Context: an optimization exercise on an open-source flow, tuned for small area and a short achievable clock period. The choices shown serve that exercise and are no tape-out recipe.
No functional check of the RTL was part of any run shown here.
Power and IR drop assume default switching activity.

==> flow/design.v, too long to show whole: its modules and the start of the top module <==
// module bt_ctl: 62 lines
// module bt_window: 72 lines
// module bt_pop_a: 233 lines
// module bt_pop_b: 49 lines
// module bt_count: 1027 lines
// module bit_twiddle: 76 lines
module bit_twiddle (
    input  wire         clk,
    input  wire         rst,
    input  wire         in_valid,
    input  wire [5:0]   cmd,
    input  wire [127:0] value,
    input  wire [127:0] distance,
    output reg          out_valid,
    output reg  [1:0]   status,
    output reg  [127:0] result
);
  // ...
==> flow/flow/run.sh <==
#!/bin/bash
set -euo pipefail
bash standard.sh "BUFFER_PORTS_ARGS=-buffer_cell sky130_fd_sc_hd__buf_1" SETUP_SLACK_MARGIN=5.4 finish > standard.log 2>&1
==> flow/standard.sh <==
#!/bin/bash
# synth_recipe.tcl (not shown) runs the flow's synth.tcl, then flattens the netlist and writes it again
# the make line also repeats each setting of config.mk as NAME=value (left out here)
make -C /OpenROAD-flow-scripts/flow DESIGN_CONFIG=/design/flow/config.mk WORK_HOME=/design/flow/orfs CLKGATE_MAP_FILE= SYNTH_SCRIPT=/design/flow/synth_recipe.tcl "${@:-finish}"
==> flow/config.mk <==
export PLATFORM = sky130hd
export DESIGN_NAME = bit_twiddle
export DESIGN_NICKNAME = bit_twiddle
export VERILOG_FILES = /design/flow/design.v
export SDC_FILE = /design/flow/constraint.sdc
export NUM_CORES = 4
export LEC_CHECK = 0
export CAP_MARGIN = 40
export CELL_PAD_IN_SITES_DETAIL_PLACEMENT = 1
export CELL_PAD_IN_SITES_GLOBAL_PLACEMENT = 1
export CORE_MARGIN = 2
export CORE_UTILIZATION = 50
export PLACE_DENSITY = 0.72
export SETUP_SLACK_MARGIN = 5
export SLEW_MARGIN = 40
==> flow/constraint.sdc <==
create_clock -name core_clock -period 9.0 [get_ports {clk}]
set_input_delay 1.8000 -clock core_clock [delete_from_list [all_inputs] [get_ports {clk}]]
set_output_delay 1.8000 -clock core_clock [all_outputs]
set_load 0.01 [all_outputs]
==> reports/summary.md, run 1 <==
Counting every sink on the clock net gives 319. The tool reported: "[ERROR GRT-0116] Global routing finished with congestion. Check the congestion regions in the DRC Viewer". Peak-usage layer in the global routing report: met2. In this run the vertical extent of the chip is 230 µm. The cell area after placement was 27600 µm²; the depth of the CTS H-tree was 2.

Of the total synthesized cell area, the portion taken by AND, OR, NAND and NOR gates is 17.0%. The number of global-route vias before repair came out at 39500. The global routing usage summed across all routing layers is 77.0%, and the fraction of registers with async set or reset after synthesis is 0%. The commonest cells after synthesis are 394 x sky130_fd_sc_hd__a21oi_1, 343 x sky130_fd_sc_hd__inv_1, 319 x sky130_fd_sc_hd__dfxtp_1. In this run, post-CTS hold repair placed 0 buffers. Detailed placement HPWL: 119000 µm. The floorplan step set the die width to 230 µm. Counting flops and latches in the post-synthesis netlist gives 319.

The cell area after synthesis came out at 25600 µm². After synthesis, the mean cell area works out to 7.74 µm². For this run, the register share of the synthesized area comes to 25.0%. The post-synthesis compound-gate area fraction came out at 33.1%. Counting tap cells, the placed design contains a total of 4227 instances. The most used flip-flop cell after synthesis is sky130_fd_sc_hd__dfxtp_1.

The count of different cell masters after synthesis is 91, and the routability congestion estimate from global placement is 1.22. By area the synthesized netlist is led by sky130_fd_sc_hd__dfxtp_1 25%, sky130_fd_sc_hd__fa_1 9.0%, sky130_fd_sc_hd__a21oi_1 7.7%. Global routing used 64.4% of the available met3 tracks.

For the global-route wire length before repair, the log shows 300000 µm. It got as far as global routing (5_1_grt) and failed there. sky130_fd_sc_hd__dfxtp_1 takes more of the synthesized area than any other cell. The flow did not finish.
==> module bt_ctl, before the edit <==
module bt_ctl (
    input  wire [5:0]   cmd,
    input  wire         vneg,        
    input  wire [127:0] distance,
    output wire [5:0]   t,           
    output wire [5:0]   tn,          
    output wire [3:0]   w,           
    output wire         ka,          
    output wire [5:0]   u,           
    output wire         kb,          
    output wire         kc,          
    output wire         fillen,      
    output wire         k_o,         
    output wire         k_b,         
    output wire         k_r,         
    output wire         k_pop,       
    output wire         k_hib,       
    output wire         k_lob,       
    output wire [1:0]   status
);
    wire [3:0] op   = cmd[5:2];
    wire [1:0] wsel = cmd[1:0];
    wire w8  = (wsel == 2'd0);
    wire w16 = (wsel == 2'd1);
    wire w32 = (wsel == 2'd2);
    wire w64 = (wsel == 2'd3);
    assign w = {w64, w32, w16, w8};
    wire dneg = distance[127];
    wire negt = (op == 4'd0) | (op == 4'd2);
    wire zt   = (op == 4'd5) | (op == 4'd6);
    wire [5:0] dlo = distance[5:0];
    assign t  = zt ? 6'd0 : negt ? (~dlo + 6'd1) : dlo;
    assign tn = ~t;
    wire hz6 = ~|distance[127:6];
    wire ho6 =  &distance[127:6];
    wire hz5 = hz6 & ~distance[5], ho5 = ho6 & distance[5];
    wire hz4 = hz5 & ~distance[4], ho4 = ho5 & distance[4];
    wire hz3 = hz4 & ~distance[3], ho3 = ho4 & distance[3];
    wire hz  = w8 ? hz3 : w16 ? hz4 : w32 ? hz5 : hz6;
    wire ho  = w8 ? ho3 : w16 ? ho4 : w32 ? ho5 : ho6;
    wire [5:0] kmask = {w64, w64 | w32, w64 | w32 | w16, 3'b111};
    wire lnz = |(dlo & kmask);
    wire big = dneg ? ~(ho & lnz) : ~hz;
    wire [5:0] tk   = t & kmask;
    wire       tknz = |tk;
    assign u = tk | {~w64, w8 | w16, w8, 3'b000};
    wire is_sh = (op == 4'd2) | (op == 4'd3) | (op == 4'd4);
    wire right = (op == 4'd2) ? dneg : ~dneg;
    assign ka     = is_sh & big;
    assign kb     = is_sh & right;
    assign kc     = is_sh & ~right & tknz;
    assign fillen = (op == 4'd4) & ~dneg;
    assign k_o   = (op <= 4'd4);
    assign k_b   = (op == 4'd5);
    assign k_r   = (op == 4'd6);
    assign k_pop = (op == 4'd7);
    assign k_hib = (op == 4'd8);
    assign k_lob = (op == 4'd9);
    wire illegal = (op > 4'd9) | (op == 4'd5 && w8) | (op >= 4'd7 && !w8);
    wire domain  = (op == 4'd6 || op == 4'd7) && vneg;
    assign status = illegal ? 2'd2 : (domain ? 2'd1 : 2'd0);
endmodule
==> module bt_window, before the edit <==
module bt_window (
    input  wire [63:0] x,
    input  wire [5:0]  t,
    input  wire [5:0]  tn,
    input  wire [3:0]  w,
    input  wire        ka,
    input  wire [5:0]  u,
    input  wire        kb,
    input  wire        kc,
    input  wire        fillen,
    input  wire        k_o,
    input  wire        k_b,
    input  wire        k_r,
    output wire [63:0] y
);
    reg [63:0] rep;
    reg [63:0] rev;      
    reg [63:0] bsw;      
    integer j;
    always @(*) begin
        for (j = 0; j < 64; j = j + 1) begin
            if (j < 8)
                rep[j] = x[j];
            else if (j < 16)
                rep[j] = (x[j % 8] & w[0]) | (x[j] & ~w[0]);
            else if (j < 32)
                rep[j] = (x[j % 8] & w[0]) | (x[j % 16] & w[1]) | (x[j] & (w[2] | w[3]));
            else
                rep[j] = (x[j % 8] & w[0]) | (x[j % 16] & w[1]) | (x[j % 32] & w[2]) | (x[j] & w[3]);
        end
        for (j = 0; j < 64; j = j + 1) begin
            rev[j] = rep[63 - j];
            bsw[j] = rep[(7 - j / 8) * 8 + j % 8];
        end
    end
    wire [63:0] rin = ({64{k_o}} & rep) | ({64{k_b}} & bsw) | ({64{k_r}} & rev);
    wire [63:0] r0  = ({64{t[0]}} & {rin[0],    rin[63:1]})  | ({64{tn[0]}} & rin);
    wire [63:0] r1  = ({64{t[1]}} & {r0[1:0],   r0[63:2]})   | ({64{tn[1]}} & r0);
    wire [63:0] r2  = ({64{t[2]}} & {r1[3:0],   r1[63:4]})   | ({64{tn[2]}} & r1);
    wire [63:0] r3  = ({64{t[3]}} & {r2[7:0],   r2[63:8]})   | ({64{tn[3]}} & r2);
    wire [63:0] r4  = ({64{t[4]}} & {r3[15:0],  r3[63:16]})  | ({64{tn[4]}} & r3);
    wire [63:0] rot = ({64{t[5]}} & {r4[31:0],  r4[63:32]})  | ({64{tn[5]}} & r4);
    wire [7:0] uh_eq, uh_gt, ul_gt;
    genvar k;
    generate
        for (k = 0; k < 8; k = k + 1) begin : g_dec
            assign uh_eq[k] = (u[5:3] == k);
            assign uh_gt[k] = (u[5:3] >  k);
            assign ul_gt[k] = (u[2:0] >  k);
        end
    endgenerate
    reg [63:0] g, kill;
    always @(*)
        for (j = 0; j < 64; j = j + 1) begin
            g[j]    = uh_gt[(63 - j) / 8] | (uh_eq[(63 - j) / 8] & ul_gt[(63 - j) % 8]);
            kill[j] = ka | (g[j] & kb) | (~g[j] & kc);
        end
    wire sign = (x[7] & w[0]) | (x[15] & w[1]) | (x[31] & w[2]) | (x[63] & w[3]);
    wire fill = fillen & sign;
    reg [63:0] inw;
    reg [63:0] yr;
    always @(*)
        for (j = 0; j < 64; j = j + 1) begin
            if (j < 8)       inw[j] = 1'b1;
            else if (j < 16) inw[j] = ~w[0];
            else if (j < 32) inw[j] = w[2] | w[3];
            else             inw[j] = w[3];
            yr[j] = (x[j] & ~inw[j] & (k_o | k_b | k_r)) |
                    (inw[j] & ((kill[j] & fill) | (~kill[j] & rot[j])));
        end
    assign y = yr;
endmodule
==> module bt_pop_b, before the edit <==
module bt_pop_b (
    input  wire [26:0] p,
    output wire [6:0] q
);
    wire pb_1, pb_2, pb_3, pb_4, pb_5, pb_6, pb_7, pb_8, pb_9, pb_10, pb_11, pb_12, pb_13, pb_14, pb_15, pb_16, pb_17, pb_18, pb_19, pb_20, pb_21, pb_22, pb_23, pb_24, pb_25, pb_26, pb_27, pb_28, pb_29, pb_30, pb_31, pb_32, pb_33, pb_34, pb_35, pb_36, pb_37, pb_38, pb_39, pb_40;
    assign pb_1 = p[0] ^ p[1];
    assign pb_2 = p[0] & p[1];
    assign pb_3 = p[3] ^ p[4] ^ p[5];
    assign pb_4 = (p[3] & p[4]) | (p[5] & (p[3] ^ p[4]));
    assign pb_5 = p[6] ^ p[7] ^ p[8];
    assign pb_6 = (p[6] & p[7]) | (p[8] & (p[6] ^ p[7]));
    assign pb_7 = pb_2 ^ pb_3;
    assign pb_8 = pb_2 & pb_3;
    assign pb_9 = p[10] ^ p[11] ^ p[12];
    assign pb_10 = (p[10] & p[11]) | (p[12] & (p[10] ^ p[11]));
    assign pb_11 = p[13] ^ p[14] ^ p[15];
    assign pb_12 = (p[13] & p[14]) | (p[15] & (p[13] ^ p[14]));
    assign pb_13 = p[16] ^ p[17] ^ p[18];
    assign pb_14 = (p[16] & p[17]) | (p[18] & (p[16] ^ p[17]));
    assign pb_15 = p[9] ^ pb_4 ^ pb_6;
    assign pb_16 = (p[9] & pb_4) | (pb_6 & (p[9] ^ pb_4));
    assign pb_17 = pb_11 ^ pb_13 ^ pb_9;
    assign pb_18 = (pb_11 & pb_13) | (pb_9 & (pb_11 ^ pb_13));
    assign pb_19 = pb_8 ^ pb_15;
    assign pb_20 = pb_8 & pb_15;
    assign pb_21 = p[19] ^ p[20] ^ p[21];
    assign pb_22 = (p[19] & p[20]) | (p[21] & (p[19] ^ p[20]));
    assign pb_23 = p[22] ^ p[23] ^ p[24];
    assign pb_24 = (p[22] & p[23]) | (p[24] & (p[22] ^ p[23]));
    assign pb_25 = p[25] ^ pb_10 ^ pb_12;
    assign pb_26 = (p[25] & pb_10) | (pb_12 & (p[25] ^ pb_10));
    assign pb_27 = pb_14 ^ pb_21 ^ pb_23;
    assign pb_28 = (pb_14 & pb_21) | (pb_23 & (pb_14 ^ pb_21));
    assign pb_29 = pb_16 ^ pb_18 ^ pb_25;
    assign pb_30 = (pb_16 & pb_18) | (pb_25 & (pb_16 ^ pb_18));
    assign pb_31 = pb_27 ^ pb_20;
    assign pb_32 = pb_27 & pb_20;
    assign pb_33 = p[26] ^ pb_22 ^ pb_24;
    assign pb_34 = (p[26] & pb_22) | (pb_24 & (p[26] ^ pb_22));
    assign pb_35 = pb_26 ^ pb_28 ^ pb_33;
    assign pb_36 = (pb_26 & pb_28) | (pb_33 & (pb_26 ^ pb_28));
    assign pb_37 = pb_30 ^ pb_32;
    assign pb_38 = pb_30 & pb_32;
    assign pb_39 = pb_34 ^ pb_36;
    assign pb_40 = pb_34 & pb_36;
    wire [6:0] ra = {pb_40, pb_39, pb_35, pb_29, pb_17, pb_5, p[2]};
    wire [6:0] rb = {1'b0, pb_38, pb_37, pb_31, pb_19, pb_7, pb_1};
    assign q = ra + rb;
endmodule
==> module bit_twiddle, before the edit <==
module bit_twiddle (
    input  wire         clk,
    input  wire         rst,
    input  wire         in_valid,
    input  wire [5:0]   cmd,
    input  wire [127:0] value,
    input  wire [127:0] distance,
    output reg          out_valid,
    output reg  [1:0]   status,
    output reg  [127:0] result
);
    localparam NP = 27;      
    wire [5:0] t, tn, u;
    wire [3:0] w;
    wire       ka, kb, kc, fillen, k_o, k_b, k_r, k_pop, k_hib, k_lob;
    wire [1:0] st;
    bt_ctl u_ctl (
        .cmd(cmd), .vneg(value[127]), .distance(distance),
        .t(t), .tn(tn), .w(w), .u(u), .ka(ka), .kb(kb), .kc(kc), .fillen(fillen),
        .k_o(k_o), .k_b(k_b), .k_r(k_r), .k_pop(k_pop), .k_hib(k_hib), .k_lob(k_lob),
        .status(st)
    );
    wire npow2 = value[127] & ~|(value[126:0] & ~value[127:1]);
    wire [NP-1:0] p;
    bt_pop_a u_pop_a (.value(value[126:0]), .p(p));
    reg          s1_valid;
    reg          s1_npow2;
    reg [5:0]    s1_t, s1_tn, s1_u;
    reg [3:0]    s1_w;
    reg          s1_ka, s1_kb, s1_kc, s1_fillen;
    reg          s1_k_o, s1_k_b, s1_k_r, s1_k_pop, s1_k_hib, s1_k_lob;
    reg [1:0]    s1_status;
    reg [127:0]  s1_value;
    reg [NP-1:0] s1_p;
    always @(posedge clk) begin
        if (rst) s1_valid <= 1'b0;
        else     s1_valid <= in_valid;
        s1_npow2  <= npow2;
        s1_t      <= t;
        s1_tn     <= tn;
        s1_u      <= u;
        s1_w      <= w;
        s1_ka     <= ka;
        s1_kb     <= kb;
        s1_kc     <= kc;
        s1_fillen <= fillen;
        s1_k_o    <= k_o;
        s1_k_b    <= k_b;
        s1_k_r    <= k_r;
        s1_k_pop  <= k_pop;
        s1_k_hib  <= k_hib;
        s1_k_lob  <= k_lob;
        s1_status <= st;
        s1_value  <= value;
        s1_p      <= p;
    end
    wire [63:0] y;
    bt_window u_win (
        .x(s1_value[63:0]), .t(s1_t), .tn(s1_tn), .w(s1_w), .u(s1_u),
        .ka(s1_ka), .kb(s1_kb), .kc(s1_kc), .fillen(s1_fillen),
        .k_o(s1_k_o), .k_b(s1_k_b), .k_r(s1_k_r), .y(y)
    );
    wire [6:0] pop;
    bt_pop_b u_pop_b (.p(s1_p), .q(pop));
    wire [7:0] hib, lob;
    bt_count u_count (.value(s1_value), .npow2(s1_npow2), .hib(hib), .lob(lob));
    wire [7:0] cnt = ({8{s1_k_hib}} & hib) | ({8{s1_k_lob}} & lob);
    wire       win = s1_k_o | s1_k_b | s1_k_r;
    always @(posedge clk) begin
        if (rst) out_valid <= 1'b0;
        else     out_valid <= s1_valid;
        status <= s1_status;
        result <= {s1_value[127:64] & {64{win}}, y[63:8],
                   y[7:0] | cnt | {1'b0, pop & {7{s1_k_pop}}}};
    end
endmodule
==> run 2: changes to the inputs <==
--- a/flow/design.v
+++ b/flow/design.v
@@ -1,17 +1,17 @@
 module bt_ctl (
     input  wire [5:0]   cmd,
     input  wire         vneg,        
     input  wire [127:0] distance,
     output wire [5:0]   t,           
     output wire [5:0]   tn,          
     output wire [3:0]   w,           
-    output wire         ka,          
     output wire [5:0]   u,           
+    output wire         ka,          
     output wire         kb,          
     output wire         kc,          
     output wire         fillen,      
     output wire         k_o,         
     output wire         k_b,         
     output wire         k_r,         
     output wire         k_pop,       
     output wire         k_hib,       
@@ -22,19 +22,18 @@
     wire [1:0] wsel = cmd[1:0];
     wire w8  = (wsel == 2'd0);
     wire w16 = (wsel == 2'd1);
     wire w32 = (wsel == 2'd2);
     wire w64 = (wsel == 2'd3);
     assign w = {w64, w32, w16, w8};
     wire dneg = distance[127];
     wire negt = (op == 4'd0) | (op == 4'd2);
-    wire zt   = (op == 4'd5) | (op == 4'd6);
     wire [5:0] dlo = distance[5:0];
-    assign t  = zt ? 6'd0 : negt ? (~dlo + 6'd1) : dlo;
+    assign t  = negt ? (~dlo + 6'd1) : dlo;
     assign tn = ~t;
     wire hz6 = ~|distance[127:6];
     wire ho6 =  &distance[127:6];
     wire hz5 = hz6 & ~distance[5], ho5 = ho6 & distance[5];
     wire hz4 = hz5 & ~distance[4], ho4 = ho5 & distance[4];
     wire hz3 = hz4 & ~distance[3], ho3 = ho4 & distance[3];
     wire hz  = w8 ? hz3 : w16 ? hz4 : w32 ? hz5 : hz6;
     wire ho  = w8 ? ho3 : w16 ? ho4 : w32 ? ho5 : ho6;
@@ -60,18 +59,18 @@
     wire domain  = (op == 4'd6 || op == 4'd7) && vneg;
     assign status = illegal ? 2'd2 : (domain ? 2'd1 : 2'd0);
 endmodule
 module bt_window (
     input  wire [63:0] x,
     input  wire [5:0]  t,
     input  wire [5:0]  tn,
     input  wire [3:0]  w,
-    input  wire        ka,
     input  wire [5:0]  u,
+    input  wire        ka,
     input  wire        kb,
     input  wire        kc,
     input  wire        fillen,
     input  wire        k_o,
     input  wire        k_b,
     input  wire        k_r,
     output wire [63:0] y
 );
@@ -90,18 +89,17 @@
             else
                 rep[j] = (x[j % 8] & w[0]) | (x[j % 16] & w[1]) | (x[j % 32] & w[2]) | (x[j] & w[3]);
         end
         for (j = 0; j < 64; j = j + 1) begin
             rev[j] = rep[63 - j];
             bsw[j] = rep[(7 - j / 8) * 8 + j % 8];
         end
     end
-    wire [63:0] rin = ({64{k_o}} & rep) | ({64{k_b}} & bsw) | ({64{k_r}} & rev);
-    wire [63:0] r0  = ({64{t[0]}} & {rin[0],    rin[63:1]})  | ({64{tn[0]}} & rin);
+    wire [63:0] r0  = ({64{t[0]}} & {rep[0],    rep[63:1]})  | ({64{tn[0]}} & rep);
     wire [63:0] r1  = ({64{t[1]}} & {r0[1:0],   r0[63:2]})   | ({64{tn[1]}} & r0);
     wire [63:0] r2  = ({64{t[2]}} & {r1[3:0],   r1[63:4]})   | ({64{tn[2]}} & r1);
     wire [63:0] r3  = ({64{t[3]}} & {r2[7:0],   r2[63:8]})   | ({64{tn[3]}} & r2);
     wire [63:0] r4  = ({64{t[4]}} & {r3[15:0],  r3[63:16]})  | ({64{tn[4]}} & r3);
     wire [63:0] rot = ({64{t[5]}} & {r4[31:0],  r4[63:32]})  | ({64{tn[5]}} & r4);
     wire [7:0] uh_eq, uh_gt, ul_gt;
     genvar k;
     generate
@@ -123,25 +121,27 @@
     reg [63:0] yr;
     always @(*)
         for (j = 0; j < 64; j = j + 1) begin
             if (j < 8)       inw[j] = 1'b1;
             else if (j < 16) inw[j] = ~w[0];
             else if (j < 32) inw[j] = w[2] | w[3];
             else             inw[j] = w[3];
             yr[j] = (x[j] & ~inw[j] & (k_o | k_b | k_r)) |
-                    (inw[j] & ((kill[j] & fill) | (~kill[j] & rot[j])));
+                    (bsw[j] & inw[j] & k_b) |
+                    (rev[j] & inw[j] & k_r) |
+                    (inw[j] & k_o & ((kill[j] & fill) | (~kill[j] & rot[j])));
         end
     assign y = yr;
 endmodule
 module bt_pop_a (
     input  wire [126:0] value,
-    output wire [26:0] p
+    output wire [56:0] p
 );
-    wire pa_1, pa_2, pa_3, pa_4, pa_5, pa_6, pa_7, pa_8, pa_9, pa_10, pa_11, pa_12, pa_13, pa_14, pa_15, pa_16, pa_17, pa_18, pa_19, pa_20, pa_21, pa_22, pa_23, pa_24, pa_25, pa_26, pa_27, pa_28, pa_29, pa_30, pa_31, pa_32, pa_33, pa_34, pa_35, pa_36, pa_37, pa_38, pa_39, pa_40, pa_41, pa_42, pa_43, pa_44, pa_45, pa_46, pa_47, pa_48, pa_49, pa_50, pa_51, pa_52, pa_53, pa_54, pa_55, pa_56, pa_57, pa_58, pa_59, pa_60, pa_61, pa_62, pa_63, pa_64, pa_65, pa_66, pa_67, pa_68, pa_69, pa_70, pa_71, pa_72, pa_73, pa_74, pa_75, pa_76, pa_77, pa_78, pa_79, pa_80, pa_81, pa_82, pa_83, pa_84, pa_85, pa_86, pa_87, pa_88, pa_89, pa_90, pa_91, pa_92, pa_93, pa_94, pa_95, pa_96, pa_97, pa_98, pa_99, pa_100, pa_101, pa_102, pa_103, pa_104, pa_105, pa_106, pa_107, pa_108, pa_109, pa_110, pa_111, pa_112, pa_113, pa_114, pa_115, pa_116, pa_117, pa_118, pa_119, pa_120, pa_121, pa_122, pa_123, pa_124, pa_125, pa_126, pa_127, pa_128, pa_129, pa_130, pa_131, pa_132, pa_133, pa_134, pa_135, pa_136, pa_137, pa_138, pa_139, pa_140, pa_141, pa_142, pa_143, pa_144, pa_145, pa_146, pa_147, pa_148, pa_149, pa_150, pa_151, pa_152, pa_153, pa_154, pa_155, pa_156, pa_157, pa_158, pa_159, pa_160, pa_161, pa_162, pa_163, pa_164, pa_165, pa_166, pa_167, pa_168, pa_169, pa_170, pa_171, pa_172, pa_173, pa_174, pa_175, pa_176, pa_177, pa_178, pa_179, pa_180, pa_181, pa_182, pa_183, pa_184, pa_185, pa_186, pa_187, pa_188, pa_189, pa_190, pa_191, pa_192, pa_193, pa_194, pa_195, pa_196, pa_197, pa_198, pa_199, pa_200;
+    wire pa_1, pa_2, pa_3, pa_4, pa_5, pa_6, pa_7, pa_8, pa_9, pa_10, pa_11, pa_12, pa_13, pa_14, pa_15, pa_16, pa_17, pa_18, pa_19, pa_20, pa_21, pa_22, pa_23, pa_24, pa_25, pa_26, pa_27, pa_28, pa_29, pa_30, pa_31, pa_32, pa_33, pa_34, pa_35, pa_36, pa_37, pa_38, pa_39, pa_40, pa_41, pa_42, pa_43, pa_44, pa_45, pa_46, pa_47, pa_48, pa_49, pa_50, pa_51, pa_52, pa_53, pa_54, pa_55, pa_56, pa_57, pa_58, pa_59, pa_60, pa_61, pa_62, pa_63, pa_64, pa_65, pa_66, pa_67, pa_68, pa_69, pa_70, pa_71, pa_72, pa_73, pa_74, pa_75, pa_76, pa_77, pa_78, pa_79, pa_80, pa_81, pa_82, pa_83, pa_84, pa_85, pa_86, pa_87, pa_88, pa_89, pa_90, pa_91, pa_92, pa_93, pa_94, pa_95, pa_96, pa_97, pa_98, pa_99, pa_100, pa_101, pa_102, pa_103, pa_104, pa_105, pa_106, pa_107, pa_108, pa_109, pa_110, pa_111, pa_112, pa_113, pa_114, pa_115, pa_116, pa_117, pa_118, pa_119, pa_120, pa_121, pa_122, pa_123, pa_124, pa_125, pa_126, pa_127, pa_128, pa_129, pa_130, pa_131, pa_132, pa_133, pa_134, pa_135, pa_136, pa_137, pa_138, pa_139, pa_140;
     assign pa_1 = value[0] ^ value[100] ^ value[101];
     assign pa_2 = (value[0] & value[100]) | (value[101] & (value[0] ^ value[100]));
     assign pa_3 = value[102] ^ value[103] ^ value[104];
     assign pa_4 = (value[102] & value[103]) | (value[104] & (value[102] ^ value[103]));
     assign pa_5 = value[105] ^ value[106] ^ value[107];
     assign pa_6 = (value[105] & value[106]) | (value[107] & (value[105] ^ value[106]));
     assign pa_7 = value[108] ^ value[109] ^ value[10];
     assign pa_8 = (value[108] & value[109]) | (value[10] & (value[108] ^ value[109]));
@@ -244,180 +244,229 @@
     assign pa_105 = pa_63 ^ pa_65 ^ pa_67;
     assign pa_106 = (pa_63 & pa_65) | (pa_67 & (pa_63 ^ pa_65));
     assign pa_107 = pa_69 ^ pa_7 ^ pa_71;
     assign pa_108 = (pa_69 & pa_7) | (pa_71 & (pa_69 ^ pa_7));
     assign pa_109 = pa_73 ^ pa_75 ^ pa_77;
     assign pa_110 = (pa_73 & pa_75) | (pa_77 & (pa_73 ^ pa_75));
     assign pa_111 = pa_79 ^ pa_81 ^ pa_83;
     assign pa_112 = (pa_79 & pa_81) | (pa_83 & (pa_79 ^ pa_81));
-    assign pa_113 = pa_9 ^ pa_101 ^ pa_103;
-    assign pa_114 = (pa_9 & pa_101) | (pa_103 & (pa_9 ^ pa_101));
-    assign pa_115 = pa_105 ^ pa_107 ^ pa_109;
-    assign pa_116 = (pa_105 & pa_107) | (pa_109 & (pa_105 ^ pa_107));
-    assign pa_117 = pa_111 ^ pa_85 ^ pa_87;
-    assign pa_118 = (pa_111 & pa_85) | (pa_87 & (pa_111 ^ pa_85));
-    assign pa_119 = pa_89 ^ pa_91 ^ pa_93;
-    assign pa_120 = (pa_89 & pa_91) | (pa_93 & (pa_89 ^ pa_91));
-    assign pa_121 = pa_95 ^ pa_97 ^ pa_99;
-    assign pa_122 = (pa_95 & pa_97) | (pa_99 & (pa_95 ^ pa_97));
-    assign pa_123 = pa_113 ^ pa_115 ^ pa_117;
-    assign pa_124 = (pa_113 & pa_115) | (pa_117 & (pa_113 ^ pa_115));
-    assign pa_125 = pa_10 ^ pa_12 ^ pa_14;
-    assign pa_126 = (pa_10 & pa_12) | (pa_14 & (pa_10 ^ pa_12));
-    assign pa_127 = pa_16 ^ pa_18 ^ pa_2;
-    assign pa_128 = (pa_16 & pa_18) | (pa_2 & (pa_16 ^ pa_18));
-    assign pa_129 = pa_20 ^ pa_22 ^ pa_24;
-    assign pa_130 = (pa_20 & pa_22) | (pa_24 & (pa_20 ^ pa_22));
-    assign pa_131 = pa_26 ^ pa_28 ^ pa_30;
-    assign pa_132 = (pa_26 & pa_28) | (pa_30 & (pa_26 ^ pa_28));
-    assign pa_133 = pa_32 ^ pa_34 ^ pa_36;
-    assign pa_134 = (pa_32 & pa_34) | (pa_36 & (pa_32 ^ pa_34));
-    assign pa_135 = pa_38 ^ pa_4 ^ pa_40;
-    assign pa_136 = (pa_38 & pa_4) | (pa_40 & (pa_38 ^ pa_4));
-    assign pa_137 = pa_42 ^ pa_44 ^ pa_46;
-    assign pa_138 = (pa_42 & pa_44) | (pa_46 & (pa_42 ^ pa_44));
-    assign pa_139 = pa_48 ^ pa_50 ^ pa_52;
-    assign pa_140 = (pa_48 & pa_50) | (pa_52 & (pa_48 ^ pa_50));
-    assign pa_141 = pa_54 ^ pa_56 ^ pa_58;
-    assign pa_142 = (pa_54 & pa_56) | (pa_58 & (pa_54 ^ pa_56));
-    assign pa_143 = pa_6 ^ pa_60 ^ pa_62;
-    assign pa_144 = (pa_6 & pa_60) | (pa_62 & (pa_6 ^ pa_60));
-    assign pa_145 = pa_64 ^ pa_66 ^ pa_68;
-    assign pa_146 = (pa_64 & pa_66) | (pa_68 & (pa_64 ^ pa_66));
-    assign pa_147 = pa_70 ^ pa_72 ^ pa_74;
-    assign pa_148 = (pa_70 & pa_72) | (pa_74 & (pa_70 ^ pa_72));
-    assign pa_149 = pa_76 ^ pa_78 ^ pa_8;
-    assign pa_150 = (pa_76 & pa_78) | (pa_8 & (pa_76 ^ pa_78));
-    assign pa_151 = pa_80 ^ pa_82 ^ pa_84;
-    assign pa_152 = (pa_80 & pa_82) | (pa_84 & (pa_80 ^ pa_82));
-    assign pa_153 = pa_100 ^ pa_102 ^ pa_104;
-    assign pa_154 = (pa_100 & pa_102) | (pa_104 & (pa_100 ^ pa_102));
-    assign pa_155 = pa_106 ^ pa_108 ^ pa_110;
-    assign pa_156 = (pa_106 & pa_108) | (pa_110 & (pa_106 ^ pa_108));
-    assign pa_157 = pa_112 ^ pa_125 ^ pa_127;
-    assign pa_158 = (pa_112 & pa_125) | (pa_127 & (pa_112 ^ pa_125));
-    assign pa_159 = pa_129 ^ pa_131 ^ pa_133;
-    assign pa_160 = (pa_129 & pa_131) | (pa_133 & (pa_129 ^ pa_131));
-    assign pa_161 = pa_135 ^ pa_137 ^ pa_139;
-    assign pa_162 = (pa_135 & pa_137) | (pa_139 & (pa_135 ^ pa_137));
-    assign pa_163 = pa_141 ^ pa_143 ^ pa_145;
-    assign pa_164 = (pa_141 & pa_143) | (pa_145 & (pa_141 ^ pa_143));
-    assign pa_165 = pa_147 ^ pa_149 ^ pa_151;
-    assign pa_166 = (pa_147 & pa_149) | (pa_151 & (pa_147 ^ pa_149));
-    assign pa_167 = pa_86 ^ pa_88 ^ pa_90;
-    assign pa_168 = (pa_86 & pa_88) | (pa_90 & (pa_86 ^ pa_88));
-    assign pa_169 = pa_92 ^ pa_94 ^ pa_96;
-    assign pa_170 = (pa_92 & pa_94) | (pa_96 & (pa_92 ^ pa_94));
-    assign pa_171 = pa_98 ^ pa_114 ^ pa_116;
-    assign pa_172 = (pa_98 & pa_114) | (pa_116 & (pa_98 ^ pa_114));
-    assign pa_173 = pa_118 ^ pa_120 ^ pa_122;
-    assign pa_174 = (pa_118 & pa_120) | (pa_122 & (pa_118 ^ pa_120));
-    assign pa_175 = pa_153 ^ pa_155 ^ pa_157;
-    assign pa_176 = (pa_153 & pa_155) | (pa_157 & (pa_153 ^ pa_155));
-    assign pa_177 = pa_159 ^ pa_161 ^ pa_163;
-    assign pa_178 = (pa_159 & pa_161) | (pa_163 & (pa_159 ^ pa_161));
-    assign pa_179 = pa_165 ^ pa_167 ^ pa_169;
-    assign pa_180 = (pa_165 & pa_167) | (pa_169 & (pa_165 ^ pa_167));
-    assign pa_181 = pa_126 ^ pa_128 ^ pa_130;
-    assign pa_182 = (pa_126 & pa_128) | (pa_130 & (pa_126 ^ pa_128));
-    assign pa_183 = pa_132 ^ pa_134 ^ pa_136;
-    assign pa_184 = (pa_132 & pa_134) | (pa_136 & (pa_132 ^ pa_134));
-    assign pa_185 = pa_138 ^ pa_140 ^ pa_142;
-    assign pa_186 = (pa_138 & pa_140) | (pa_142 & (pa_138 ^ pa_140));
-    assign pa_187 = pa_144 ^ pa_146 ^ pa_148;
-    assign pa_188 = (pa_144 & pa_146) | (pa_148 & (pa_144 ^ pa_146));
-    assign pa_189 = pa_150 ^ pa_152 ^ pa_154;
-    assign pa_190 = (pa_150 & pa_152) | (pa_154 & (pa_150 ^ pa_152));
-    assign pa_191 = pa_156 ^ pa_158 ^ pa_160;
-    assign pa_192 = (pa_156 & pa_158) | (pa_160 & (pa_156 ^ pa_158));
-    assign pa_193 = pa_162 ^ pa_164 ^ pa_166;
-    assign pa_194 = (pa_162 & pa_164) | (pa_166 & (pa_162 ^ pa_164));
-    assign pa_195 = pa_168 ^ pa_170 ^ pa_181;
-    assign pa_196 = (pa_168 & pa_170) | (pa_181 & (pa_168 ^ pa_170));
-    assign pa_197 = pa_183 ^ pa_185 ^ pa_187;
-    assign pa_198 = (pa_183 & pa_185) | (pa_187 & (pa_183 ^ pa_185));
-    assign pa_199 = pa_182 ^ pa_184 ^ pa_186;
-    assign pa_200 = (pa_182 & pa_184) | (pa_186 & (pa_182 ^ pa_184));
-    assign p[0] = pa_119;
-    assign p[1] = pa_121;
-    assign p[2] = pa_123;
-    assign p[3] = pa_124;
-    assign p[4] = pa_171;
-    assign p[5] = pa_173;
-    assign p[6] = pa_175;
-    assign p[7] = pa_177;
-    assign p[8] = pa_179;
-    assign p[9] = pa_172;
-    assign p[10] = pa_174;
-    assign p[11] = pa_176;
-    assign p[12] = pa_178;
-    assign p[13] = pa_180;
-    assign p[14] = pa_189;
-    assign p[15] = pa_191;
-    assign p[16] = pa_193;
-    assign p[17] = pa_195;
-    assign p[18] = pa_197;
-    assign p[19] = pa_188;
-    assign p[20] = pa_190;
-    assign p[21] = pa_192;
-    assign p[22] = pa_194;
-    assign p[23] = pa_196;
-    assign p[24] = pa_198;
-    assign p[25] = pa_199;
-    assign p[26] = pa_200;
+    assign pa_113 = pa_10 ^ pa_12 ^ pa_14;
+    assign pa_114 = (pa_10 & pa_12) | (pa_14 & (pa_10 ^ pa_12));
+    assign pa_115 = pa_16 ^ pa_18 ^ pa_2;
+    assign pa_116 = (pa_16 & pa_18) | (pa_2 & (pa_16 ^ pa_18));
+    assign pa_117 = pa_20 ^ pa_22 ^ pa_24;
+    assign pa_118 = (pa_20 & pa_22) | (pa_24 & (pa_20 ^ pa_22));
+    assign pa_119 = pa_26 ^ pa_28 ^ pa_30;
+    assign pa_120 = (pa_26 & pa_28) | (pa_30 & (pa_26 ^ pa_28));
+    assign pa_121 = pa_32 ^ pa_34 ^ pa_36;
+    assign pa_122 = (pa_32 & pa_34) | (pa_36 & (pa_32 ^ pa_34));
+    assign pa_123 = pa_38 ^ pa_4 ^ pa_40;
+    assign pa_124 = (pa_38 & pa_4) | (pa_40 & (pa_38 ^ pa_4));
+    assign pa_125 = pa_42 ^ pa_44 ^ pa_46;
+    assign pa_126 = (pa_42 & pa_44) | (pa_46 & (pa_42 ^ pa_44));
+    assign pa_127 = pa_48 ^ pa_50 ^ pa_52;
+    assign pa_128 = (pa_48 & pa_50) | (pa_52 & (pa_48 ^ pa_50));
+    assign pa_129 = pa_54 ^ pa_56 ^ pa_58;
+    assign pa_130 = (pa_54 & pa_56) | (pa_58 & (pa_54 ^ pa_56));
+    assign pa_131 = pa_6 ^ pa_60 ^ pa_62;
+    assign pa_132 = (pa_6 & pa_60) | (pa_62 & (pa_6 ^ pa_60));
+    assign pa_133 = pa_64 ^ pa_66 ^ pa_68;
+    assign pa_134 = (pa_64 & pa_66) | (pa_68 & (pa_64 ^ pa_66));
+    assign pa_135 = pa_70 ^ pa_72 ^ pa_74;
+    assign pa_136 = (pa_70 & pa_72) | (pa_74 & (pa_70 ^ pa_72));
+    assign pa_137 = pa_76 ^ pa_78 ^ pa_8;
+    assign pa_138 = (pa_76 & pa_78) | (pa_8 & (pa_76 ^ pa_78));
+    assign pa_139 = pa_80 ^ pa_82 ^ pa_84;
+    assign pa_140 = (pa_80 & pa_82) | (pa_84 & (pa_80 ^ pa_82));
+    assign p[0] = pa_9;
+    assign p[1] = pa_101;
+    assign p[2] = pa_103;
+    assign p[3] = pa_105;
+    assign p[4] = pa_107;
+    assign p[5] = pa_109;
+    assign p[6] = pa_111;
+    assign p[7] = pa_85;
+    assign p[8] = pa_87;
+    assign p[9] = pa_89;
+    assign p[10] = pa_91;
+    assign p[11] = pa_93;
+    assign p[12] = pa_95;
+    assign p[13] = pa_97;
+    assign p[14] = pa_99;
+    assign p[15] = pa_100;
+    assign p[16] = pa_102;
+    assign p[17] = pa_104;
+    assign p[18] = pa_106;
+    assign p[19] = pa_108;
+    assign p[20] = pa_110;
+    assign p[21] = pa_112;
+    assign p[22] = pa_113;
+    assign p[23] = pa_115;
+    assign p[24] = pa_117;
+    assign p[25] = pa_119;
+    assign p[26] = pa_121;
+    assign p[27] = pa_123;
+    assign p[28] = pa_125;
+    assign p[29] = pa_127;
+    assign p[30] = pa_129;
+    assign p[31] = pa_131;
+    assign p[32] = pa_133;
+    assign p[33] = pa_135;
+    assign p[34] = pa_137;
+    assign p[35] = pa_139;
+    assign p[36] = pa_86;
+    assign p[37] = pa_88;
+    assign p[38] = pa_90;
+    assign p[39] = pa_92;
+    assign p[40] = pa_94;
+    assign p[41] = pa_96;
+    assign p[42] = pa_98;
+    assign p[43] = pa_114;
+    assign p[44] = pa_116;
+    assign p[45] = pa_118;
+    assign p[46] = pa_120;
+    assign p[47] = pa_122;
+    assign p[48] = pa_124;
+    assign p[49] = pa_126;
+    assign p[50] = pa_128;
+    assign p[51] = pa_130;
+    assign p[52] = pa_132;
+    assign p[53] = pa_134;
+    assign p[54] = pa_136;
+    assign p[55] = pa_138;
+    assign p[56] = pa_140;
 endmodule
 module bt_pop_b (
-    input  wire [26:0] p,
+    input  wire [56:0] p,
+    output wire [8:0] q
+);
+    wire pb_1, pb_2, pb_3, pb_4, pb_5, pb_6, pb_7, pb_8, pb_9, pb_10, pb_11, pb_12, pb_13, pb_14, pb_15, pb_16, pb_17, pb_18, pb_19, pb_20, pb_21, pb_22, pb_23, pb_24, pb_25, pb_26, pb_27, pb_28, pb_29, pb_30, pb_31, pb_32, pb_33, pb_34, pb_35, pb_36, pb_37, pb_38, pb_39, pb_40, pb_41, pb_42, pb_43, pb_44, pb_45, pb_46, pb_47, pb_48, pb_49, pb_50, pb_51, pb_52, pb_53, pb_54, pb_55, pb_56, pb_57, pb_58, pb_59, pb_60, pb_61, pb_62, pb_63, pb_64, pb_65, pb_66, pb_67, pb_68, pb_69, pb_70, pb_71, pb_72, pb_73, pb_74, pb_75, pb_76, pb_77, pb_78, pb_79, pb_80, pb_81, pb_82, pb_83, pb_84, pb_85, pb_86, pb_87, pb_88, pb_89, pb_90, pb_91, pb_92, pb_93, pb_94, pb_95, pb_96;
+    assign pb_1 = p[0] ^ p[10] ^ p[11];
+    assign pb_2 = (p[0] & p[10]) | (p[11] & (p[0] ^ p[10]));
+    assign pb_3 = p[12] ^ p[13] ^ p[14];
+    assign pb_4 = (p[12] & p[13]) | (p[14] & (p[12] ^ p[13]));
+    assign pb_5 = p[1] ^ p[2] ^ p[3];
+    assign pb_6 = (p[1] & p[2]) | (p[3] & (p[1] ^ p[2]));
+    assign pb_7 = p[4] ^ p[5] ^ p[6];
+    assign pb_8 = (p[4] & p[5]) | (p[6] & (p[4] ^ p[5]));
+    assign pb_9 = p[7] ^ p[8] ^ p[9];
+    assign pb_10 = (p[7] & p[8]) | (p[9] & (p[7] ^ p[8]));
+    assign pb_11 = pb_1 ^ pb_3 ^ pb_5;
+    assign pb_12 = (pb_1 & pb_3) | (pb_5 & (pb_1 ^ pb_3));
+    assign pb_13 = pb_7 ^ pb_9 ^ pb_11;
+    assign pb_14 = (pb_7 & pb_9) | (pb_11 & (pb_7 ^ pb_9));
+    assign pb_15 = p[15] ^ p[16] ^ p[17];
+    assign pb_16 = (p[15] & p[16]) | (p[17] & (p[15] ^ p[16]));
+    assign pb_17 = p[18] ^ p[19] ^ p[20];
+    assign pb_18 = (p[18] & p[19]) | (p[20] & (p[18] ^ p[19]));
+    assign pb_19 = p[21] ^ p[22] ^ p[23];
+    assign pb_20 = (p[21] & p[22]) | (p[23] & (p[21] ^ p[22]));
+    assign pb_21 = p[24] ^ p[25] ^ p[26];
+    assign pb_22 = (p[24] & p[25]) | (p[26] & (p[24] ^ p[25]));
+    assign pb_23 = p[27] ^ p[28] ^ p[29];
+    assign pb_24 = (p[27] & p[28]) | (p[29] & (p[27] ^ p[28]));
+    assign pb_25 = p[30] ^ p[31] ^ p[32];
+    assign pb_26 = (p[30] & p[31]) | (p[32] & (p[30] ^ p[31]));
+    assign pb_27 = p[33] ^ p[34] ^ p[35];
+    assign pb_28 = (p[33] & p[34]) | (p[35] & (p[33] ^ p[34]));
+    assign pb_29 = p[36] ^ p[37] ^ p[38];
+    assign pb_30 = (p[36] & p[37]) | (p[38] & (p[36] ^ p[37]));
+    assign pb_31 = p[39] ^ p[40] ^ p[41];
+    assign pb_32 = (p[39] & p[40]) | (p[41] & (p[39] ^ p[40]));
+    assign pb_33 = p[42] ^ pb_10 ^ pb_2;
+    assign pb_34 = (p[42] & pb_10) | (pb_2 & (p[42] ^ pb_10));
+    assign pb_35 = pb_4 ^ pb_6 ^ pb_8;
+    assign pb_36 = (pb_4 & pb_6) | (pb_8 & (pb_4 ^ pb_6));
+    assign pb_37 = pb_15 ^ pb_17 ^ pb_19;
+    assign pb_38 = (pb_15 & pb_17) | (pb_19 & (pb_15 ^ pb_17));
+    assign pb_39 = pb_21 ^ pb_23 ^ pb_25;
+    assign pb_40 = (pb_21 & pb_23) | (pb_25 & (pb_21 ^ pb_23));
+    assign pb_41 = pb_27 ^ pb_29 ^ pb_31;
+    assign pb_42 = (pb_27 & pb_29) | (pb_31 & (pb_27 ^ pb_29));
+    assign pb_43 = pb_12 ^ pb_33 ^ pb_35;
+    assign pb_44 = (pb_12 & pb_33) | (pb_35 & (pb_12 ^ pb_33));
+    assign pb_45 = pb_37 ^ pb_39 ^ pb_41;
+    assign pb_46 = (pb_37 & pb_39) | (pb_41 & (pb_37 ^ pb_39));
+    assign pb_47 = pb_14 ^ pb_43 ^ pb_45;
+    assign pb_48 = (pb_14 & pb_43) | (pb_45 & (pb_14 ^ pb_43));
+    assign pb_49 = p[43] ^ p[44] ^ p[45];
+    assign pb_50 = (p[43] & p[44]) | (p[45] & (p[43] ^ p[44]));
+    assign pb_51 = p[46] ^ p[47] ^ p[48];
+    assign pb_52 = (p[46] & p[47]) | (p[48] & (p[46] ^ p[47]));
+    assign pb_53 = p[49] ^ p[50] ^ p[51];
+    assign pb_54 = (p[49] & p[50]) | (p[51] & (p[49] ^ p[50]));
+    assign pb_55 = p[52] ^ p[53] ^ p[54];
+    assign pb_56 = (p[52] & p[53]) | (p[54] & (p[52] ^ p[53]));
+    assign pb_57 = p[55] ^ p[56] ^ pb_16;
+    assign pb_58 = (p[55] & p[56]) | (pb_16 & (p[55] ^ p[56]));
+    assign pb_59 = pb_18 ^ pb_20 ^ pb_22;
+    assign pb_60 = (pb_18 & pb_20) | (pb_22 & (pb_18 ^ pb_20));
+    assign pb_61 = pb_24 ^ pb_26 ^ pb_28;
+    assign pb_62 = (pb_24 & pb_26) | (pb_28 & (pb_24 ^ pb_26));
+    assign pb_63 = pb_30 ^ pb_32 ^ pb_49;
+    assign pb_64 = (pb_30 & pb_32) | (pb_49 & (pb_30 ^ pb_32));
+    assign pb_65 = pb_51 ^ pb_53 ^ pb_55;
+    assign pb_66 = (pb_51 & pb_53) | (pb_55 & (pb_51 ^ pb_53));
+    assign pb_67 = pb_34 ^ pb_36 ^ pb_38;
+    assign pb_68 = (pb_34 & pb_36) | (pb_38 & (pb_34 ^ pb_36));
+    assign pb_69 = pb_40 ^ pb_42 ^ pb_57;
+    assign pb_70 = (pb_40 & pb_42) | (pb_57 & (pb_40 ^ pb_42));
+    assign pb_71 = pb_59 ^ pb_61 ^ pb_63;
+    assign pb_72 = (pb_59 & pb_61) | (pb_63 & (pb_59 ^ pb_61));
+    assign pb_73 = pb_65 ^ pb_44 ^ pb_46;
+    assign pb_74 = (pb_65 & pb_44) | (pb_46 & (pb_65 ^ pb_44));
+    assign pb_75 = pb_67 ^ pb_69 ^ pb_71;
+    assign pb_76 = (pb_67 & pb_69) | (pb_71 & (pb_67 ^ pb_69));
+    assign pb_77 = pb_48 ^ pb_73 ^ pb_75;
+    assign pb_78 = (pb_48 & pb_73) | (pb_75 & (pb_48 ^ pb_73));
+    assign pb_79 = pb_50 ^ pb_52 ^ pb_54;
+    assign pb_80 = (pb_50 & pb_52) | (pb_54 & (pb_50 ^ pb_52));
+    assign pb_81 = pb_56 ^ pb_58 ^ pb_60;
+    assign pb_82 = (pb_56 & pb_58) | (pb_60 & (pb_56 ^ pb_58));
+    assign pb_83 = pb_62 ^ pb_64 ^ pb_66;
+    assign pb_84 = (pb_62 & pb_64) | (pb_66 & (pb_62 ^ pb_64));
+    assign pb_85 = pb_79 ^ pb_68 ^ pb_70;
+    assign pb_86 = (pb_79 & pb_68) | (pb_70 & (pb_79 ^ pb_68));
+    assign pb_87 = pb_81 ^ pb_72 ^ pb_83;
+    assign pb_88 = (pb_81 & pb_72) | (pb_83 & (pb_81 ^ pb_72));
+    assign pb_89 = pb_74 ^ pb_85 ^ pb_76;
+    assign pb_90 = (pb_74 & pb_85) | (pb_76 & (pb_74 ^ pb_85));
+    assign pb_91 = pb_87 ^ pb_78 ^ pb_89;
+    assign pb_92 = (pb_87 & pb_78) | (pb_89 & (pb_87 ^ pb_78));
+    assign pb_93 = pb_80 ^ pb_82 ^ pb_84;
+    assign pb_94 = (pb_80 & pb_82) | (pb_84 & (pb_80 ^ pb_82));
+    assign pb_95 = pb_86 ^ pb_88 ^ pb_93;
+    assign pb_96 = (pb_86 & pb_88) | (pb_93 & (pb_86 ^ pb_88));
+    assign q[0] = pb_13;
+    assign q[1] = pb_47;
+    assign q[2] = pb_77;
+    assign q[3] = pb_91;
+    assign q[4] = pb_90;
+    assign q[5] = pb_95;
+    assign q[6] = pb_92;
+    assign q[7] = pb_94;
+    assign q[8] = pb_96;
+endmodule
+module bt_pop_c (
+    input  wire [8:0] p,
     output wire [6:0] q
 );
-    wire pb_1, pb_2, pb_3, pb_4, pb_5, pb_6, pb_7, pb_8, pb_9, pb_10, pb_11, pb_12, pb_13, pb_14, pb_15, pb_16, pb_17, pb_18, pb_19, pb_20, pb_21, pb_22, pb_23, pb_24, pb_25, pb_26, pb_27, pb_28, pb_29, pb_30, pb_31, pb_32, pb_33, pb_34, pb_35, pb_36, pb_37, pb_38, pb_39, pb_40;
-    assign pb_1 = p[0] ^ p[1];
-    assign pb_2 = p[0] & p[1];
-    assign pb_3 = p[3] ^ p[4] ^ p[5];
-    assign pb_4 = (p[3] & p[4]) | (p[5] & (p[3] ^ p[4]));
-    assign pb_5 = p[6] ^ p[7] ^ p[8];
-    assign pb_6 = (p[6] & p[7]) | (p[8] & (p[6] ^ p[7]));
-    assign pb_7 = pb_2 ^ pb_3;
-    assign pb_8 = pb_2 & pb_3;
-    assign pb_9 = p[10] ^ p[11] ^ p[12];
-    assign pb_10 = (p[10] & p[11]) | (p[12] & (p[10] ^ p[11]));
-    assign pb_11 = p[13] ^ p[14] ^ p[15];
-    assign pb_12 = (p[13] & p[14]) | (p[15] & (p[13] ^ p[14]));
-    assign pb_13 = p[16] ^ p[17] ^ p[18];
-    assign pb_14 = (p[16] & p[17]) | (p[18] & (p[16] ^ p[17]));
-    assign pb_15 = p[9] ^ pb_4 ^ pb_6;
-    assign pb_16 = (p[9] & pb_4) | (pb_6 & (p[9] ^ pb_4));
-    assign pb_17 = pb_11 ^ pb_13 ^ pb_9;
-    assign pb_18 = (pb_11 & pb_13) | (pb_9 & (pb_11 ^ pb_13));
-    assign pb_19 = pb_8 ^ pb_15;
-    assign pb_20 = pb_8 & pb_15;
-    assign pb_21 = p[19] ^ p[20] ^ p[21];
-    assign pb_22 = (p[19] & p[20]) | (p[21] & (p[19] ^ p[20]));
-    assign pb_23 = p[22] ^ p[23] ^ p[24];
-    assign pb_24 = (p[22] & p[23]) | (p[24] & (p[22] ^ p[23]));
-    assign pb_25 = p[25] ^ pb_10 ^ pb_12;
-    assign pb_26 = (p[25] & pb_10) | (pb_12 & (p[25] ^ pb_10));
-    assign pb_27 = pb_14 ^ pb_21 ^ pb_23;
-    assign pb_28 = (pb_14 & pb_21) | (pb_23 & (pb_14 ^ pb_21));
-    assign pb_29 = pb_16 ^ pb_18 ^ pb_25;
-    assign pb_30 = (pb_16 & pb_18) | (pb_25 & (pb_16 ^ pb_18));
-    assign pb_31 = pb_27 ^ pb_20;
-    assign pb_32 = pb_27 & pb_20;
-    assign pb_33 = p[26] ^ pb_22 ^ pb_24;
-    assign pb_34 = (p[26] & pb_22) | (pb_24 & (p[26] ^ pb_22));
-    assign pb_35 = pb_26 ^ pb_28 ^ pb_33;
-    assign pb_36 = (pb_26 & pb_28) | (pb_33 & (pb_26 ^ pb_28));
-    assign pb_37 = pb_30 ^ pb_32;
-    assign pb_38 = pb_30 & pb_32;
-    assign pb_39 = pb_34 ^ pb_36;
-    assign pb_40 = pb_34 & pb_36;
-    wire [6:0] ra = {pb_40, pb_39, pb_35, pb_29, pb_17, pb_5, p[2]};
-    wire [6:0] rb = {1'b0, pb_38, pb_37, pb_31, pb_19, pb_7, pb_1};
-    assign q = ra + rb;
+    wire pc_1, pc_2, pc_3, pc_4;
+    assign pc_1 = p[4] ^ p[5] ^ p[6];
+    assign pc_2 = (p[4] & p[5]) | (p[6] & (p[4] ^ p[5]));
+    assign pc_3 = p[7] ^ p[8] ^ pc_2;
+    assign pc_4 = (p[7] & p[8]) | (pc_2 & (p[7] ^ p[8]));
+    assign q[0] = p[0];
+    assign q[1] = p[1];
+    assign q[2] = p[2];
+    assign q[3] = p[3];
+    assign q[4] = pc_1;
+    assign q[5] = pc_3;
+    assign q[6] = pc_4;
 endmodule
 module bt_count (
     input  wire [127:0] value,
     input  wire         npow2,
     output wire [7:0]   hib,
     output wire [7:0]   lob
 );
     wire [127:0] hv = {value[126:0] ^ value[127:1], 1'b0};
@@ -1445,19 +1494,20 @@
     input  wire         clk,
     input  wire         rst,
     input  wire         in_valid,
     input  wire [5:0]   cmd,
     input  wire [127:0] value,
     input  wire [127:0] distance,
     output reg          out_valid,
     output reg  [1:0]   status,
-    output reg  [127:0] result
+    output wire [127:0] result
 );
-    localparam NP = 27;      
+    localparam NP = 57;      
+    localparam NQ = 9;       
     wire [5:0] t, tn, u;
     wire [3:0] w;
     wire       ka, kb, kc, fillen, k_o, k_b, k_r, k_pop, k_hib, k_lob;
     wire [1:0] st;
     bt_ctl u_ctl (
         .cmd(cmd), .vneg(value[127]), .distance(distance),
         .t(t), .tn(tn), .w(w), .u(u), .ka(ka), .kb(kb), .kc(kc), .fillen(fillen),
         .k_o(k_o), .k_b(k_b), .k_r(k_r), .k_pop(k_pop), .k_hib(k_hib), .k_lob(k_lob),
@@ -1498,22 +1548,29 @@
         s1_p      <= p;
     end
     wire [63:0] y;
     bt_window u_win (
         .x(s1_value[63:0]), .t(s1_t), .tn(s1_tn), .w(s1_w), .u(s1_u),
         .ka(s1_ka), .kb(s1_kb), .kc(s1_kc), .fillen(s1_fillen),
         .k_o(s1_k_o), .k_b(s1_k_b), .k_r(s1_k_r), .y(y)
     );
-    wire [6:0] pop;
-    bt_pop_b u_pop_b (.p(s1_p), .q(pop));
+    wire [NQ-1:0] q;
+    bt_pop_b u_pop_b (.p(s1_p), .q(q));
     wire [7:0] hib, lob;
     bt_count u_count (.value(s1_value), .npow2(s1_npow2), .hib(hib), .lob(lob));
     wire [7:0] cnt = ({8{s1_k_hib}} & hib) | ({8{s1_k_lob}} & lob);
     wire       win = s1_k_o | s1_k_b | s1_k_r;
+    reg [127:0]  s2_res;
+    reg [NQ-1:0] s2_q;
+    reg          s2_pop;
     always @(posedge clk) begin
         if (rst) out_valid <= 1'b0;
         else     out_valid <= s1_valid;
         status <= s1_status;
-        result <= {s1_value[127:64] & {64{win}}, y[63:8],
-                   y[7:0] | cnt | {1'b0, pop & {7{s1_k_pop}}}};
+        s2_res <= {s1_value[127:64] & {64{win}}, y[63:8], y[7:0] | cnt};
+        s2_q   <= q;
+        s2_pop <= s1_k_pop;
     end
+    wire [6:0] pop;
+    bt_pop_c u_pop_c (.p(s2_q), .q(pop));
+    assign result = {s2_res[127:7], s2_res[6:0] | (pop & {7{s2_pop}})};
 endmodule
==> flow/run.sh (new file) <==
#!/bin/bash
# synth_recipe.tcl (not shown) runs the flow's synth.tcl, then flattens the netlist and writes it again
# the make line also repeats each setting of config.mk as NAME=value (left out here)
make -C /OpenROAD-flow-scripts/flow DESIGN_CONFIG=/design/flow/config.mk WORK_HOME=/design/flow/orfs CLKGATE_MAP_FILE= SYNTH_SCRIPT=/design/flow/synth_recipe.tcl finish
==> flow/config.mk (replaced) <==
export PLATFORM = sky130hd
export DESIGN_NAME = bit_twiddle
export DESIGN_NICKNAME = bit_twiddle
export VERILOG_FILES = /design/flow/design.v
export SDC_FILE = /design/flow/constraint.sdc
export NUM_CORES = 4
export LEC_CHECK = 0
export ABC_AREA = 1
export CAP_MARGIN = 40
export CELL_PAD_IN_SITES_DETAIL_PLACEMENT = 2
export CELL_PAD_IN_SITES_GLOBAL_PLACEMENT = 2
export CORE_MARGIN = 2
export CORE_UTILIZATION = 30
export PLACE_DENSITY = 0.55
export SETUP_SLACK_MARGIN = 5
export SLEW_MARGIN = 40
removed: flow/flow/run.sh
removed: flow/standard.sh
==> run 2 against run 1 <==
The run now finishes clean. Synthesized area grew 5.9%. Synthesized cell count grew 30%.
==> reports/summary.md, run 2 <==
At the pin with the least slew margin, the transition time is 0.871 ns. The number of synthesized flops with an enable pin came out at 0 (unchanged). The tools report the number of instances in the placed design as 5609 (was 4227). Reg-to-reg critical path startpoint: s1_u[0]$_DFF_P_.

Highest clock rate: 259 MHz. TritonCTS built the clock tree. IR analysis of the VDD net gives a maximum drop of 0.317 mV. The run gives 359 (was 319) as the number of clock sinks.

Most common cell in the synthesized netlist: sky130_fd_sc_hd__nand2_1 (was sky130_fd_sc_hd__a21oi_1). The worst endpoint required time came out at 7.20 ns. For the clock tree skew after final layout, the log shows 0.0520 ns. The cell area after synthesis came out at 27100 µm² (was 25600 µm²). The logs give 0.00414 W for the internal power and 2442 for the violation count after the first detailed-route iteration.

The part of the total power dissipated in the clock network was 28.7%; the fraction of the cycle the final worst path needs was 42.9%. The worst hold path stage count came out at 0. The tools report the final hold violation count as 0. Across the run, the number of max-cap violations was 0. The worst hold path terminates at s2_pop$_DFF_P_. In the final layout, the registers with the most flip-flops are s1_value: 128 flops, s2_res: 128 flops, s1_p: 57 flops. The master cell of the clock root buffer is sky130_fd_sc_hd__clkbuf_16 (unchanged). Data arrives at the worst endpoint at 2.06 ns. After detailed routing, the number of remaining DRC violations is 0. Relative to the synthesized area, the layout overhead comes to 20.9%.

CTS buffer count: 45 (was 38). Measured against its own limit, the worst slew margin works out to 40.4%. In this run the worst hold path is classified as reg -> reg.

Largest area contributor in the synthesized netlist: sky130_fd_sc_hd__dfxtp_1 (unchanged). The library cell contributing the largest single delay on the critical path was sky130_fd_sc_hd__fa_1. The first global-routing pass estimated 220000 µm of wire. Total wire length after detailed routing: 154000 µm. STA classifies the critical path endpoint as a primary output.

The fraction of registers with async set or reset after synthesis was 0% (unchanged); the number of primary I/O pins was 396 (unchanged). The clock period minus worst slack is 3.86 ns, and the final instance count without filler cells is 5696. At the later pin of the worst-skew pair, clock insertion delay measures 0.65 ns. The run gives 2 (unchanged) as the depth of the CTS H-tree.

The startpoint of the lowest-slack hold path was s1_k_pop$_DFF_P_. The switching share of power came out at 41.4%. The kind of launch point of the worst setup path was a flop. The proportion of netlist area held by the largest area contributor was 26.5% (was 25.0%).

For the proportion of power drawn by combinational gates, the log shows 43.2%. The count of pins over their slew limit was 0; the synthesized area per cell was 6.31 µm² (was 7.74 µm²). The maximum number of pins on one net before global-route repair is 75. The first detailed-routing pass ran for 5 iterations. Leaving out fill and tap cells, the most frequent cells in the layout are 1761 x sky130_fd_sc_hd__nand2_1, 485 x sky130_fd_sc_hd__inv_1, 392 x sky130_fd_sc_hd__clkdlybuf4s50_1. After global routing the overflow that remains totals 0. Starting utilization of the core area: 30.2% (was 50.9%). In this run the power density over the cells is 216 nW/µm². The antenna violation net count after detailed routing was 0; the path depth of the worst reg2reg path was 10.

The largest stage delay on the critical path is 0.41 ns. Traced cell by cell, the critical path runs through fa_2, inv_1, fa_1, o21bai_1, buf_2. The logs give 26.5% (was 25.0%) for the sequential share of the synthesized area and 0 for the final-report setup violation count. The most common flop cell mapped by yosys was sky130_fd_sc_hd__dfxtp_1 (unchanged).

Among cell families on the critical path, the largest total delay comes from adder cells. The library cell used most frequently in the layout, excluding fill and tap cells, is sky130_fd_sc_hd__nand2_1. Summed over all failing endpoints, the final setup total negative slack is 0 ns.

The count of buffers inserted at the top-level ports was 395 (unchanged); the flip-flop and latch count after synthesis was 359 (was 319). Setup repair after global routing left no endpoint under its margin. The logs give 16.0 nW for the reported leakage power and 5.27 ns for the reg2reg setup slack. The die extent in x works out to 304 µm (was 230 µm). The vertical extent of the die works out to 304 µm (was 230 µm). The global routing usage summed across all routing layers was 32.5%. The number of buffers and inverters on the critical path is 2.

The worst hold-check slack was 0.327 ns. The tools report the register share of total power as 28.1%. The setup path with the least slack is of type reg -> out.

After detailed routing, the average wire length per cell comes to 27.0 µm. The biggest fanout along the worst timing path was 1. The fraction of final layout cells with drive strength greater than 1 is 4.54%, and the detailed placement HPWL is 127000 µm (was 119000 µm). The tools report the initial antenna violation count as 10.

The run gives 4739 (was 3762) as the net count after synthesis. The flow ran to the end and the layout has no timing, DRC or antenna violations. The tools report the count of yosys warnings during synthesis as 2 (unchanged). The final layout contains 4931 nets.

The count of different cell masters after synthesis is 55 (was 91). The count of standard-cell rows was 110 (was 82). Biggest area contributors in the synthesized netlist: sky130_fd_sc_hd__dfxtp_1 27%, sky130_fd_sc_hd__nand2_1 24%, sky130_fd_sc_hd__fa_1 8.9% (was sky130_fd_sc_hd__dfxtp_1 25%, sky130_fd_sc_hd__fa_1 9.0%, sky130_fd_sc_hd__a21oi_1 7.7%). The routability congestion estimate from global placement is 0.958 (was 1.22), and the reported net switching power is 0.00292 W. For the number of buffers on the longest clock path, the log shows 3 (unchanged).

The number of global-route vias before repair was 30800. The routed layout has 29600 vias. The core area is 89700 µm². The worst reg2reg path endpoint was s2_res[57]$_DFF_P_. The gate count after technology mapping is 4289 (was 3305), and the clock edge transition at the registers on the reported setup and hold paths is 0.06 ns. Top cell types by occurrence after synthesis: 1762 x sky130_fd_sc_hd__nand2_1, 486 x sky130_fd_sc_hd__inv_1, 359 x sky130_fd_sc_hd__dfxtp_1 (was 394 x sky130_fd_sc_hd__a21oi_1, 343 x sky130_fd_sc_hd__inv_1, 319 x sky130_fd_sc_hd__dfxtp_1).

After detailed routing, the number of vias per cell comes to 5.20. The die area was 92700 µm².
run 2: stage by stage:
step,area (µm²),total power [W],setup slack (ns),utilization (%)
2_1_floorplan,27100,0.00370,5.64,-
3_3_place_gp,31100,0.00491,4.80,34.6
3_5_place_dp,31100,0.00497,5.01,34.7
4_1_cts,32700,0.00710,4.87,36.4
5_1_grt,32700,0.00755,5.01,36.5
6_report,32700,0.00707,5.14,36.5
run 2: kinds of logic after synthesis:
group / count (synthesis) / share of synthesized area [%]
xor gates and xnor gates: 54 / 1.75
and+or+nand+nor: 2386 / 35.5
AOI/OAI and AO/OA: 508 / 11.0
muxes: 1 / 0.0416
DFF: 359 / 26.5
buffers and inverters: 796 / 13.3
adders and majority gates: 185 / 11.9
run 2: layer usage:
metal | vias to the layer above | part of all wire (%) | track usage [%]
met5 | - | 0.0091 | 0
met4 | 2 | 2.1 | 6.92
met3 | 124 | 6.6 | 6.09
met2 | 901 | 43 | 50.6
met1 | 14900 | 48 | 46.6
li1 | 13700 | - | -
run 2: worst reg2reg max path, cell delays in order, from the launching register on:
cell and delay, ns:
sky130_fd_sc_hd__dfxtp_2 0.69, sky130_fd_sc_hd__buf_4 0.50, sky130_fd_sc_hd__inv_2 0.25, sky130_fd_sc_hd__nor2_1 0.46, sky130_fd_sc_hd__inv_1 0.28, sky130_fd_sc_hd__nand2_1 0.17
sky130_fd_sc_hd__nor2_1 0.05, sky130_fd_sc_hd__a211oi_1 0.71, sky130_fd_sc_hd__nand3_1 0.28, sky130_fd_sc_hd__nand2_1 0.13, sky130_fd_sc_hd__nand2_1 0.08
run 2: cell type report:
type	instances	area, µm²
timing repair buffer	421	4150
clock buffer	60	1240
tap	1176	1470
clock inverter	22	367
multi-input combinational	3134	16300
sequential	359	7200
fill	10900	57000
antenna	4	10.0
inverter	520	1960
run 2: repair_timing:
action | in CTS | in global routing
endpoints found under the hold margin | 0 | 0
hold buffers | 0 | 0
setup endpoints to repair | 3 | 2
buffers inserted | 0 | 0
gates resized for setup | 3 | 5
pin swaps | 0 | 1
run 2: worst max-delay path by stage:
stage / cells past startpoint / from / slack [ns] / endpoint
5_1_grt: 5 / s2_q[5]$_DFF_P_ / 5.01 / result[6]
2_1_floorplan: 10 / s1_p[15]$_DFF_P_ / 5.64 / s2_q[3]$_DFF_P_
4_1_cts: 5 / s2_q[4]$_DFF_P_ / 4.87 / result[5]
3_5_place_dp: 9 / distance[0] / 5.01 / s1_kc$_DFF_P_
3_3_place_gp: 7 / value[45] / 4.80 / s1_npow2$_DFF_P_
6_report: 5 / s2_q[4]$_DFF_P_ / 5.14 / result[5]
run 2: power by group through the flow:
stage | Sequential, W | Clock (W) | Combinational [W]
after global placement | 0.00201 | 0 | 0.00290
after floorplan | 0.00192 | 0 | 0.00178
final | 0.00199 | 0.00202 | 0.00306
after global routing | 0.00200 | 0.00212 | 0.00344
after CTS | 0.00198 | 0.00206 | 0.00306
after detailed placement | 0.00201 | 0 | 0.00296

[static timing again, ports no longer ideal]
How much do the figures lean on ideal ports? The routed layout below was timed once more, with nothing changed but the port constraints.
Step 1 (the two cells are an assumption about what drives the block):
set clk [get_ports {clk}]
set_driving_cell -lib_cell sky130_fd_sc_hd__clkbuf_16 $clk
set_driving_cell -lib_cell sky130_fd_sc_hd__buf_2 [delete_from_list [all_inputs] $clk]
Step 2 adds t to the input delays and takes it off the output delays; t is the mean of the earliest and latest rising clock arrival at the registers after step 1. Input paths then give back, and output paths get back, about the clock's delay inside the block.
Three values: ideal, step 1, step 2; two values: the first two.
run: run 2
shift t [ns]: 0.694
setup WS [ns]: 5.143 / 5.069 / 4.964
worst hold slack (ns): 0.327 / 0.327 / 0.327
worst setup path after step 2: input to register
worst slew at a driven data input, ns: 0.11
After both steps setup and hold are still met in run 2. The setup slack of run 2 moves by -0.074 ns with the drivers and by -0.179 ns with both steps.
